Context: an optimization exercise on an open-source flow, tuned for small area, a short achievable clock period and few clock cycles. The choices shown serve that exercise and are no tape-out recipe. Only simulation tests tie the RTL to the original design; equivalence was not proved.

### flow/constraint.sdc
create_clock -name core_clock -period 11.0 [get_ports {clk}]
set_input_delay 2.2000 -clock core_clock [delete_from_list [all_inputs] [get_ports {clk}]]
set_output_delay 2.2000 -clock core_clock [all_outputs]
set_load 0.01 [all_outputs]
### flow/design.v
module scrb_line (
    input  wire        clk,
    input  wire        rst,         
    input  wire        cmd_valid,
    output wire        cmd_ready,
    input  wire [15:0] cmd_x1,      
    input  wire [15:0] cmd_y1,      
    input  wire [15:0] cmd_x2,      
    input  wire [15:0] cmd_y2,      
    input  wire [7:0]  cmd_width,   
    input  wire [10:0] cmd_w,       
    input  wire [10:0] cmd_h,       
    output wire        px_valid,
    input  wire        px_ready,
    output wire [9:0]  px_x,
    output wire [9:0]  px_y,
    output wire        done
);
    function [6:0] isqrt14;
        input [13:0] v;
        reg   [9:0]  rem;
        reg   [9:0]  trial;
        reg   [6:0]  root;
        integer      i;
        begin
            rem  = 10'd0;
            root = 7'd0;
            for (i = 6; i >= 0; i = i - 1) begin
                rem   = {rem[7:0], v[2*i+1], v[2*i]};
                trial = {1'b0, root, 2'b01};
                if (rem >= trial) begin
                    rem  = rem - trial;
                    root = {root[5:0], 1'b1};
                end else begin
                    root = {root[5:0], 1'b0};
                end
            end
            isqrt14 = root;
        end
    endfunction
    localparam [1:0] S_IDLE = 2'd0, S_SET1 = 2'd1, S_SET2 = 2'd2, S_RUN = 2'd3;
    reg [1:0] state;
    reg        [7:0]  width;
    reg        [9:0]  bw1, bh1;    
    reg        [16:0] dx, dy;      
    reg               sx, sy;      
    reg               noinner;
    wire       [6:0]  r = width[7:1];
    reg               wact;        
    reg signed [17:0] wpx;         
    reg signed [18:0] werr;
    reg signed [8:0]  woj;         
    reg signed [14:0] wt;          
    reg        [16:0] wn;          
    reg               cap;         
    reg signed [17:0] spx;
    reg signed [18:0] serr;
    reg signed [8:0]  soj;
    reg signed [14:0] st;
    reg        [16:0] sn;
    reg signed [16:0] rowy;
    reg               rowvis;
    reg               p_pv, p_eor, p_z, p_bv;
    reg signed [11:0] p_px;
    reg        [6:0]  p_a, p_b;
    reg               ac_have, ac_bv;
    reg signed [11:0] ac_lo, ac_hi, ac_hl, ac_hh;    
    reg               rb_v, rb_have, rb_bv;
    reg signed [11:0] rb_lo, rb_hi, rb_hl, rb_hh;
    reg               e_v, e2_v;
    reg        [9:0]  e_x, e_end, e_y, e2_s, e2_e;
    wire signed [16:0] ddx = $signed(dx) - $signed(wpx[16:0]);
    wire signed [16:0] ddy = $signed(dy) - rowy;
    wire        [6:0]  rh  = (r == 7'd0) ? 7'd0 : r - 7'd1;
    wire signed [16:0] y0  = sy ? rowy - $signed({10'd0, r}) : rowy + $signed({10'd0, rh});
    wire signed [16:0] sbh1 = $signed({7'd0, bh1});
    wire y0_lo = y0[16];
    wire y0_hi = y0 > sbh1;
    wire signed [8:0]  snr   = -$signed({2'b0, r});
    wire signed [8:0]  sr    = $signed({2'b0, r});
    wire rel    = (woj >= snr) && ((woj < sr) || (woj == 9'sd0));
    wire capc   = sy ? ((woj + 9'sd1 < sr) || woj[8]) : (woj > snr);
    wire cap_now = capc && !cap;
    wire last_pt = (wn == 17'd0);
    wire rowend = !rel || last_pt || (!rowvis && capc);
    wire wstall = rowend && rowvis && (rb_v || p_eor);
    wire wgo    = (state == S_RUN) && wact && !wstall;
    wire signed [19:0] e2p = {werr, 1'b0} + $signed({3'd0, dy});
    wire signed [19:0] e2m = {werr, 1'b0} - $signed({3'd0, dx});
    wire stepx = !e2p[19] && (e2p != 20'sd0);
    wire stepy = e2m[19];
    wire signed [18:0] nerr = werr - (stepx ? $signed({2'd0, dy}) : 19'sd0)
                                   + (stepy ? $signed({2'd0, dx}) : 19'sd0);
    wire signed [14:0] oj2  = {{5{woj[8]}}, woj, 1'b0};
    wire signed [14:0] tp   = wt - oj2 - 15'sd1;         
    wire signed [14:0] tm   = wt + oj2 - 15'sd1;         
    wire signed [8:0]  ojadj = sy ? woj + 9'sd1 : woj - 9'sd1;
    wire signed [14:0] tadj  = sy ? tp : tm;
    wire signed [16:0] nrowy = sy ? rowy + 17'sd1 : rowy - 17'sd1;
    wire nrow_past = sy ? (nrowy > sbh1) : nrowy[16];
    wire nrow_vis  = !nrowy[16] && !(nrowy > sbh1);
    wire signed [11:0] px_sat = (wpx < -18'sd256)  ? -12'sd256 :
                                (wpx >  18'sd1280) ?  12'sd1280 : wpx[11:0];
    wire signed [14:0] kin  = $signed({6'd0, r, 2'b00}) - 15'sd3;    
    wire signed [14:0] wu   = wt - kin;                              
    wire        [6:0]  ar  = (p_z && p_a != 7'd0) ? p_a - 7'd1 : p_a;
    wire signed [11:0] q_l  = p_px - $signed({5'd0, p_a});
    wire signed [11:0] q_h  = p_px + $signed({5'd0, ar});
    wire signed [11:0] q_hl = p_px + $signed({5'b11111, ~p_b});      
    wire signed [11:0] q_hh = p_px + $signed({5'd0, p_b}) + 12'sd1;
    wire signed [11:0] n_lo = !p_pv ? ac_lo : (ac_have && ac_lo < q_l)  ? ac_lo : q_l;
    wire signed [11:0] n_hi = !p_pv ? ac_hi : (ac_have && ac_hi > q_h)  ? ac_hi : q_h;
    wire signed [11:0] n_hl = !p_pv ? ac_hl : (ac_have && ac_hl > q_hl) ? ac_hl : q_hl;
    wire signed [11:0] n_hh = !p_pv ? ac_hh : (ac_have && ac_hh < q_hh) ? ac_hh : q_hh;
    wire               n_bv = !p_pv ? ac_bv : (ac_have ? ac_bv : 1'b1) && p_bv;
    wire               n_have = ac_have || p_pv;
    wire signed [11:0] sbw1 = $signed({2'd0, bw1});
    wire signed [11:0] cs   = rb_lo[11] ? 12'sd0 : rb_lo;
    wire signed [11:0] ce   = (rb_hi > sbw1) ? sbw1 : rb_hi;
    wire               hole = rb_bv && (rb_hl + 12'sd2 <= rb_hh);
    wire signed [11:0] s1e  = (hole && (rb_hl < ce)) ? rb_hl : ce;
    wire signed [11:0] s2s  = (hole && (rb_hh > cs)) ? rb_hh : cs;
    wire               v1   = rb_have && (cs <= s1e);
    wire               v2   = rb_have && hole && (s2s <= ce);
    wire fire     = e_v && px_ready;
    wire seg_over = !e_v || (fire && (e_x == e_end));
    wire take_rb  = seg_over && !e2_v && rb_v;
    wire all_empty = !wact && !p_pv && !p_eor && !rb_v && !e_v && !e2_v;
    wire fin = (state == S_RUN) && all_empty;
    assign cmd_ready = (state == S_IDLE) || fin;
    assign done      = fin;
    assign px_valid  = e_v;
    assign px_x      = e_x;
    assign px_y      = e_y;
    always @(posedge clk) begin
        if (cmd_ready) begin
            wpx   <= {{2{cmd_x1[15]}}, cmd_x1};
            rowy  <= {cmd_y1[15], cmd_y1};
            dx    <= {cmd_x2[15], cmd_x2};
            dy    <= {cmd_y2[15], cmd_y2};
            width <= cmd_width;
            bw1   <= cmd_w[9:0] - 10'd1;
            bh1   <= cmd_h[9:0] - 10'd1;
        end
        if (state == S_SET1) begin
            dx      <= ddx[16] ? -ddx : ddx;
            dy      <= ddy[16] ? -ddy : ddy;
            sx      <= !ddx[16] && (ddx != 17'sd0);
            sy      <= !ddy[16] && (ddy != 17'sd0);
            noinner <= ((ddx == 17'sd0) && (ddy == 17'sd0)) || (r < 7'd3);
        end
        if (state == S_SET2) begin
            rowy   <= y0;
            rowvis <= !y0_lo && !y0_hi;
            e_y    <= sy ? (y0_lo ? 10'h3ff : y0[9:0] - 10'd1)
                         : (y0_hi ? bh1 + 10'd1 : y0[9:0] + 10'd1);
            woj    <= sy ? snr : $signed({2'b0, rh});
            wt     <= (sy || r == 7'd0) ? 15'sd0 : $signed({7'd0, r, 1'b0}) - 15'sd1;
            werr   <= $signed({2'b0, dx}) - $signed({2'b0, dy});
            wn     <= (dx > dy) ? dx : dy;
            cap    <= 1'b0;
        end
        if (wgo) begin
            if (cap_now) begin
                spx  <= wpx;
                serr <= werr;
                soj  <= ojadj;
                st   <= tadj;
                sn   <= wn;
            end
            if (rowend) begin
                cap    <= 1'b0;
                rowy   <= nrowy;
                rowvis <= nrow_vis;
                if (cap_now) begin
                    woj <= ojadj;
                    wt  <= tadj;
                end else begin
                    wpx  <= spx;
                    werr <= serr;
                    woj  <= soj;
                    wt   <= st;
                    wn   <= sn;
                end
            end else begin
                if (cap_now) cap <= 1'b1;
                if (stepx) wpx <= sx ? wpx + 18'sd1 : wpx - 18'sd1;
                if (stepy) begin
                    woj <= sy ? woj - 9'sd1 : woj + 9'sd1;
                    wt  <= sy ? tm : tp;
                end
                werr <= nerr;
                wn   <= wn - 17'd1;
            end
        end
        p_px <= px_sat;
        p_a  <= isqrt14(wt[13:0]);
        p_b  <= isqrt14(wu[13:0]);
        p_bv <= !noinner && !wu[14];
        p_z  <= (woj == 9'sd0);
        if (p_eor) begin
            rb_lo   <= n_lo;
            rb_hi   <= n_hi;
            rb_hl   <= n_hl;
            rb_hh   <= n_hh;
            rb_bv   <= n_bv;
            rb_have <= n_have;
        end else begin
            ac_lo <= n_lo;
            ac_hi <= n_hi;
            ac_hl <= n_hl;
            ac_hh <= n_hh;
            ac_bv <= n_bv;
        end
        if (seg_over) begin
            if (e2_v) begin
                e_x   <= e2_s;
                e_end <= e2_e;
            end else begin
                e_x   <= v1 ? cs[9:0]  : s2s[9:0];
                e_end <= v1 ? s1e[9:0] : ce[9:0];
                e2_s  <= s2s[9:0];
                e2_e  <= ce[9:0];
            end
        end else if (fire) begin
            e_x <= e_x + 10'd1;
        end
        if (take_rb) e_y <= sy ? e_y + 10'd1 : e_y - 10'd1;
        if (rst) begin
            state   <= S_IDLE;
            wact    <= 1'b0;
            p_pv    <= 1'b0;
            p_eor   <= 1'b0;
            ac_have <= 1'b0;
            rb_v    <= 1'b0;
            e_v     <= 1'b0;
            e2_v    <= 1'b0;
        end else begin
            case (state)
                S_IDLE: if (cmd_valid) state <= S_SET1;
                S_SET1: state <= S_SET2;
                S_SET2: begin
                    state <= S_RUN;
                    wact  <= (width != 8'd0) && !(sy ? y0_hi : y0_lo);
                end
                S_RUN: begin
                    if (all_empty) state <= cmd_valid ? S_SET1 : S_IDLE;
                    if (wgo && rowend && (!(cap || cap_now) || nrow_past))
                        wact <= 1'b0;
                end
                default: state <= S_IDLE;
            endcase
            p_pv    <= wgo && rel && rowvis;
            p_eor   <= wgo && rowend && rowvis;
            ac_have <= p_eor ? 1'b0 : n_have;
            if (p_eor) rb_v <= 1'b1;
            else if (take_rb) rb_v <= 1'b0;
            if (seg_over) begin
                if (e2_v) begin
                    e_v  <= 1'b1;
                    e2_v <= 1'b0;
                end else begin
                    e_v  <= rb_v && (v1 || v2);
                    e2_v <= rb_v && v1 && v2;
                end
            end
        end
    end
endmodule
### flow/run.sh
#!/bin/bash
# synth_recipe.tcl (not shown) runs the flow's synth.tcl, then flattens the netlist and writes it again
# the make line also repeats each setting of config.mk as NAME=value (left out here)
make -C /OpenROAD-flow-scripts/flow DESIGN_CONFIG=/design/flow/config.mk WORK_HOME=/design/flow/orfs CLKGATE_MAP_FILE= SYNTH_SCRIPT=/design/flow/synth_recipe.tcl finish
### flow/config.mk
export PLATFORM = sky130hd
export DESIGN_NAME = scrb_line
export DESIGN_NICKNAME = scrb_line
export VERILOG_FILES = /design/flow/design.v
export SDC_FILE = /design/flow/constraint.sdc
export NUM_CORES = 4
export LEC_CHECK = 0
export CAP_MARGIN = 20
export CORE_MARGIN = 2
export CORE_UTILIZATION = 40
export PLACE_DENSITY = 0.6
export SLEW_MARGIN = 20
==> run summary <==
==> worst max-delay path, delay by kind of cell, from the launching register on <==
kind | cells | cell delay, ns
and+or+nand+nor | 10 | 1.81
AOI/OAI and AO/OA | 24 | 4.48
adders and majority gates | 6 | 1.83
xor gates and xnor gates | 1 | 0.22
DFF | 1 | 0.38
muxes | 3 | 0.84
buffers and inverters | 6 | 0.78
==> sequential cells by signal (all words and copies together) (netlist names), 15 cells and up <==
signal	count
serr	19
sn	17
wn	17
dx	17
wpx	18
st	15
werr	19
rowy	17
spx	18
dy	17
wt	15
==> placed cells by master (no fill, tap or decap), types with 12 or more instances in the layout <==
| master | count |
|---|---|
| buf_4 | 104 |
| o211ai_1 | 37 |
| a21o_1 | 60 |
| a21oi_1 | 299 |
| o22ai_1 | 44 |
| mux2_2 | 32 |
| a22oi_1 | 28 |
| nand2b_1 | 54 |
| fa_1 | 31 |
| inv_1 | 436 |
| nor3_1 | 75 |
| nor2_1 | 293 |
| or3_1 | 38 |
| a21boi_0 | 30 |
| dfxtp_1 | 133 |
| nor4_1 | 14 |
| nand4_1 | 43 |
| nand3_1 | 72 |
| nand2_1 | 348 |
| clkdlybuf4s50_1 | 118 |
| o21a_1 | 51 |
| mux2i_1 | 106 |
| a221o_1 | 18 |
| edfxtp_1 | 292 |
| xnor2_1 | 222 |
| clkinv_2 | 13 |
| clkbuf_16 | 53 |
| a31oi_1 | 37 |
| and3_1 | 29 |
| xor2_1 | 121 |
| and2_1 | 31 |
| a211oi_1 | 19 |
| nor2b_1 | 77 |
| o221ai_1 | 24 |
| o31ai_1 | 12 |
| o21ai_0 | 312 |
| ha_1 | 460 |
| o21bai_1 | 50 |
==> cells by family after synthesis <==
logic type                 Yosys count  synth area share
and+or+nand+nor                   1160             0.149
AOI/OAI and AO/OA                 1136             0.191
buffers and inverters              577            0.0582
adders and majority gates          501             0.174
DFF                                426             0.306
xor gates and xnor gates           348            0.0820
muxes                              144            0.0398
other                                1          0.000100
==> metal layers <==
metal  global-route usage  vias to the layer above
met4               0.0592                        0
met3               0.0212                      149
li1                     -                    15663
met5                    0                        -
met2                0.367                      591
met1                0.288                    14612
==> area by class of cell <==
cell class	count	area, sq um
Fill cell	9124	50600
Multi-Input combinational cell	3290	24200
Sequential cell	426	11500
Timing Repair Buffer	222	1960
Inverter	447	1680
Tap cell	1254	1570
Clock buffer	62	1360
Clock inverter	35	294
Antenna cell	1	2.50
==> how the worst max path moves through the flow <==
stage / startpoint / end / cells after the start
after floorplan: width[4] / p_b[0] / 54
after global placement: width[4] / p_b[0] / 53
after detailed placement: width[4] / p_b[0] / 53
after CTS: width[4] / p_b[0] / 55
after global routing: width[1] / p_b[0] / 57
final: width[4] / p_b[0] / 50
==> metrics by stage <==
stage	setup TNS (ns)	cells
2_1_floorplan	0	4293
3_3_place_gp	-0.0661	5627
3_5_place_dp	-0.223	5627
4_1_cts	0	5726
5_1_grt	-0.111	5736
6_report	0	5737
==> timing repair <==
item,in CTS,in global routing
gates resized for setup,6,48
setup buffers,2,10
pin swaps,1,19
endpoints found under the setup margin,1,2
hold buffers,0,0
==> metrics.csv <==
metric;value;unit
crit start category;flip-flop;
Area Growth Syn to Fin;13.4;%
global-route wire length before repair;164000;microns
Slew HR;0.293;
hold path start;spx[16];
Slew Limit Fails;0;
Hold Path Class;flip-flop to flip-flop;
worst r2r path cells;50;
Hold EP;wpx[16];
TritonRoute pass-1 iters;7;
WL/cell;18.2;microns
final setup margin;0.474;ns
Place WS;-0.223;ns
number of synthesized flops with an enable pin;292;
Mapped Avg Cell Area;8.72;sq um
Crit Path Max Fanout;7;
die area;96100;sq um
Fin Clk Skew;0.0367;ns
global route overflow;0;
port bufs;118;
DP HPWL;80000;microns
Die H;310;microns
Max Buffers Root-to-Sink;3;
drt via density;5.41;
Synth Instances;4293;
Slew @ Worst Pin;1.06;ns
R2R setup slack;0.47;ns
total CTS buffers;52;
post-synthesis sequential area ratio;0.306;
hold slack;0.459;ns
Placement Rows;112;
Util after Layout;0.456;
Arr. time, crit path;11.01;ns
max incr delay on CP;0.42;ns
H-tree levels;2;
uppermost layer routed;met4;
r2r startpoint;width[4];
Synth Cell Area;37400;sq um
Die X-Extent;310;microns
most common cell in the netlist;ha_1;
pin count of the biggest net entering global routing;76;
gr usage total;0.215;
final hold vios;0;
Detailed Route Iter0 Violations;1883;
Synth area leaders;edfxtp_1 (23%), ha_1 (16%), dfxtp_1 (7.2%), xnor2_1 (5.2%), inv_1 (4.4%);
Achievable Freq;0.0950;GHz
worst skew pair latency;0.64;ns
CP max stage cell;o311ai_4;
Final Net Count;5037;
met1 WL;47800;microns
antenna viol nets, final;0;
Yosys cell types;100;
Top cell by count, worst path;ha_1;
fin crit share;0.957;
top_reg_cell synth;edfxtp_1;
Final setup viols;0;
syn nets;4891;
leading area contributor after synthesis;edfxtp_1;
commonest cells in the netlist;ha_1 (469), inv_1 (441), nand2_1 (349);
top cell type's share of synthesized area;0.234;
post-route cell area;42500;sq um
Reg-to-Reg End;p_b[0];
CP Class;flip-flop to flip-flop;
effective utilization at floorplan;0.402;
Post-DP Area;40500;sq um
via count;31015;
root buffer cell;clkbuf_16;
Core Box Area;93000;sq um
minimum clock period;10.53;ns
Ports;121;
fraction of layout cells with a size suffix above 1;0.0721;
CP endpoint kind;flip-flop;
async set-or-reset flop fraction in the synthesized netlist;0;
WL met3;4340;microns
drt total wl;105000;microns
YS warnings;1;
vias in the first global route;29974;
CTS tree;built;
initial antenna violation count;4;
Sink Count;426;
clock slew at reported path FFs;0.06;ns
number of max-cap violations;0;
Seq cells post-synth;426;
Routability Congestion;0.913;
status;finished clean;
drc violations;0;
metal2 WL;49700;microns
worst hold path depth;2;
CP required;11.48;ns
Testbench counts, summed over its fixed seeds: cycles 383,509.

separate check: timing with driven ports:
Ports are ideal in the flow. The routed layout listed here was re-timed in OpenROAD.
Step 1 assumes that a clkbuf_16 drives the clock port and a buf_2 every other input.
Step 2 also shifts input and output timing later by t, the mid clock arrival at the registers, as if the neighbouring blocks saw the same clock.
Slacks: no drivers / after step 1 / after step 2; pairs: no drivers / after step 1.
shift t [ns]: 0.689
setup slack, ns: 0.474 / 0.474 / 0.474
worst setup path after step 2: register to register
worst data-port slew with drivers (ns): 0.15
After both steps setup and hold are still met in this run. The setup slack of this run moves by 0.000 ns with the drivers and by 0.000 ns with both steps.
